This design comes from an exercise in tuning for small area, a short achievable clock period and few clock cycles on the open sky130 flow, not from production work. The RTL was checked by simulation tests, not by an equivalence proof against the original design. Power is estimated from default activity; no workload was simulated.

Design kmsig_transport, start of the top module:
module kmsig_transport (
    input              clk,
    input              rst,
    input              ev_valid,
    output             ev_ready,
    input      [2:0]   ev_type,
    input      [7:0]   ev_data,
    output reg         ans_valid,
    output reg [1:0]   ans_code,
    output     [7:0]   ans_byte,
    input              init,
    input      [6:0]   init_addr,
    input              dis,
    input              ui_we,
    input      [1:0]   ui_wave,
    input      [63:0]  ui_freq,
    input      [1:0]   chg_clr,
    output             idle,
    output     [1:0]   wave,
    output     [63:0]  freq,
    output     [135:0] str0,
    output     [135:0] str1,
    output     [1:0]   chg
);
    localparam EV_ADDRW  = 3'd0;
    localparam EV_ADDRR  = 3'd1;
    localparam EV_RXBYTE = 3'd2;
    localparam EV_TXBYTE = 3'd3;
    localparam EV_TERM   = 3'd4;
    localparam EV_BUSERR = 3'd5;
    localparam ANS_NONE = 2'd0;
    localparam ANS_ACK  = 2'd1;
    localparam ANS_NACK = 2'd2;
    localparam ANS_OUT  = 2'd3;
    localparam BS_IDLE = 2'd0;
    localparam BS_RX   = 2'd1;
    localparam BS_TX   = 2'd2;
    localparam [33:0] FMAX  = 34'd12500000000;
    localparam [27:0] RMAX  = 28'd134408602;       
    reg        armed;
    reg [6:0]  slave_addr;
    reg [1:0]  bus_state;
    reg [7:0]  rxbuf [0:7];
    reg [3:0]  rxlen;
    reg        wr1;           
    reg        wr2;           
    reg [7:0]  txbuf [0:3];
    reg        tx4;           
    reg [2:0]  txidx;         
    reg        tx_ff;         
  ...
export LEC_CHECK = 0
export ABC_CLOCK_PERIOD_IN_PS = 3000
export CAP_MARGIN = 20
export CORE_MARGIN = 2
export CORE_UTILIZATION = 40
export CTS_CLUSTER_DIAMETER = 80
export CTS_CLUSTER_SIZE = 25
export PLACE_DENSITY = 0.6
export SETUP_SLACK_MARGIN = 2.8
export SLEW_MARGIN = 20
create_clock -name core_clock -period 6.0 [get_ports {clk}]
standard.sh (not shown) runs the stock make flow with config.mk's settings and CLKGATE_MAP_FILE= SYNTH_SCRIPT=/design/flow/synth_recipe.tcl, a recipe that flattens the netlist after the stock synthesis.
==> flow/flow/run.sh <==
#!/bin/bash
# The standard layout, with the ports buffered by the smallest buffer cell.
set -euo pipefail
bash standard.sh "BUFFER_PORTS_ARGS=-buffer_cell sky130_fd_sc_hd__buf_1" finish > standard_flow.log 2>&1
Testbench counts at the start, summed over its fixed seeds: cycles 13,673.
Edit:
- ABC_AREA: not set -> 1
- ABC_CLOCK_PERIOD_IN_PS: 3000 -> not set
Worst hold slack got worse by 0.010 ns.
Non-clock buffer count falls by 4.
Global-route usage rises by 0.68 points.
Register-to-register slack got worse by 0.02 ns.
Clock skew falls by 0.010 ns.
Setup slack improved by 0.0069 ns.
First-iteration DRC count falls by about 8%.


== before ==
Another version of the RTL of kmsig_transport (not shown whole).
## kmsig_transport
module kmsig_transport (
    input              clk,
    input              rst,
    input              ev_valid,
    output             ev_ready,
    input      [2:0]   ev_type,
    input      [7:0]   ev_data,
    output reg         ans_valid,
    output reg [1:0]   ans_code,
    output reg [7:0]   ans_byte,
    input              init,
    input      [6:0]   init_addr,
    input              dis,
    input              ui_we,
    input      [1:0]   ui_wave,
    input      [63:0]  ui_freq,
    input      [1:0]   chg_clr,
    output             idle,
    output     [1:0]   wave,
    output     [63:0]  freq,
    output     [135:0] str0,
    output     [135:0] str1,
    output     [1:0]   chg
);
export LEC_CHECK = 0
export ABC_AREA = 1
export CAP_MARGIN = 20
export CORE_MARGIN = 2
export CORE_UTILIZATION = 40
export CTS_CLUSTER_DIAMETER = 90
export CTS_CLUSTER_SIZE = 32
export PLACE_DENSITY = 0.6
export SETUP_SLACK_MARGIN = 3.1
export SLEW_MARGIN = 20
create_clock -name core_clock -period 6.0 [get_ports {clk}]
Scripts as last shown in full above: flow/flow/run.sh
Testbench counts of before, summed over its fixed seeds: cycles 13,673.
Edits applied to the flow inputs when going from before to after:
Settings: a change of SETUP_SLACK_MARGIN from 3.1 to 3.0.
Results
- after: flow completed, timing, DRC and antenna clean
- after vs. before: core utilization decreased 0.56 points; critical path depth saw a decrease; maximum fanout count along the critical path picked up an extra 62; share of total power in sequential cells has increased.
- The end of the critical path comes out idle in one run and s1[13][2] in the other, namely in before and after respectively.


kmsig_transport, a different RTL version from the one above (not shown whole).
Size: ~2,500 cells after synthesis, roughly 450 I/O pins.
==> flow/config.mk <==
export PLATFORM = sky130hd
export DESIGN_NAME = kmsig_transport
export DESIGN_NICKNAME = kmsig_transport
export VERILOG_FILES = /design/flow/design.v
export SDC_FILE = /design/flow/constraint.sdc
export NUM_CORES = 4
export LEC_CHECK = 0
export ABC_CLOCK_PERIOD_IN_PS = 3000
export CAP_MARGIN = 20
export CORE_MARGIN = 2
export CORE_UTILIZATION = 40
export CTS_CLUSTER_DIAMETER = 80
export CTS_CLUSTER_SIZE = 25
export PLACE_DENSITY = 0.6
export SETUP_SLACK_MARGIN = 2.5
export SLEW_MARGIN = 20
==> flow/constraint.sdc <==
create_clock -name core_clock -period 6.0 [get_ports {clk}]
set_input_delay 1.2000 -clock core_clock [delete_from_list [all_inputs] [get_ports {clk}]]
set_output_delay 1.2000 -clock core_clock [all_outputs]
set_load 0.01 [all_outputs]
Scripts as last shown in full above: flow/flow/run.sh
The baseline produced a clean layout.
Testbench counts at the start, summed over its fixed seeds: cycles 13,673.
Then changed:
Settings changed: CTS_BUF_LIST from default to sky130_fd_sc_hd__clkbuf_8, CTS_CLUSTER_DIAMETER 80 to 50, CTS_CLUSTER_SIZE 25 to 20.
=> The new run passed the timing, DRC and antenna checks; design area grows by 0.91%; power grows by 3.8%; worst setup slack gains 0.020 ns.


Setup of oak:
kmsig_transport with an RTL version that a note above also has.
Size in the first run: about 510 flip-flops, ~24000 µm² of cells after synthesis.
Settings: LEC_CHECK=0, ABC_AREA=1, CAP_MARGIN=20, CORE_MARGIN=2, CORE_UTILIZATION=40, CTS_CLUSTER_DIAMETER=90, CTS_CLUSTER_SIZE=32, PLACE_DENSITY=0.6, SETUP_SLACK_MARGIN=3.2, SLEW_MARGIN=20; clock period 6.0 ns.
Scripts as last shown in full above: flow/flow/run.sh
Testbench counts of oak, summed over its fixed seeds: cycles 13,673.
Input changes introduced in pine (baseline for comparison: oak):
Settings: CTS_CLUSTER_SIZE now 28, was 32; SETUP_SLACK_MARGIN now 3.3, was 3.2.
--- outcome ---
- Summary of pine over oak: vias per cell barely changed; total of cells resized after clock tree synthesis now sits higher; critical path depth went up 11.
- As of pine, wire length of the first global-routing pass had risen slightly compared to oak.
- Delta (pine minus oak): global routing usage on met2 shows an increase of 0.44 points, met1 usage in global routing level, detailed placement HPWL went down 2.3%, detailed-routing iteration count for the pre-antenna-repair pass shows a reduction of 1.
- Area of placed instances in pine vs oak: up about 0.43%

what the ideal ports hide:
No port has a modelled driver above. Below, the same layouts with a new extraction and two added sets of constraints. Step 1: set_driving_cell puts a clkbuf_16 on clk and a buf_2 on each other input, an assumption about the parent block. Step 2 moves the port delays by t, midway between the first and last clock arrival at a register: inputs arrive t later, outputs are due t later. That takes back most of the time a late clock gives input paths. Slacks: ideal ports / drivers / drivers and shift; pairs: ideal ports / drivers.
run | t (ns) | setup slack, ns | hold slack, ns | slew at the worst register clock pin (ns) | worst data-port slew with drivers (ns)
the first run of note 1 | 0.657 | 2.709 / 2.650 / 2.364 | 0.427 / 0.427 / 0.427 | 0.10 / 0.10 | 0.07
the second run of note 1 | 0.679 | 2.716 / 2.716 / 2.277 | 0.417 / 0.417 / 0.417 | 0.10 / 0.10 | 0.09
before | 0.668 | 3.030 / 2.968 / 2.503 | 0.422 / 0.422 / 0.422 | 0.12 / 0.12 | 0.12
after | 0.667 | 3.064 / 3.027 / 2.443 | 0.422 / 0.422 / 0.422 | 0.12 / 0.12 | 0.14
the first run of note 3 | 0.668 | 2.490 / 2.490 / 2.024 | 0.416 / 0.416 / 0.416 | 0.10 / 0.10 | 0.11
the second run of note 3 | 0.748 | 2.510 / 2.510 / 1.987 | 0.379 / 0.379 / 0.379 | 0.12 / 0.12 | 0.10
oak | 0.655 | 3.099 / 3.079 / 2.478 | 0.417 / 0.417 / 0.417 | 0.12 / 0.12 | 0.14
pine | 0.665 | 3.142 / 3.086 / 2.705 | 0.423 / 0.423 / 0.423 | 0.12 / 0.12 | 0.11
After both steps every run listed still meets setup and hold.
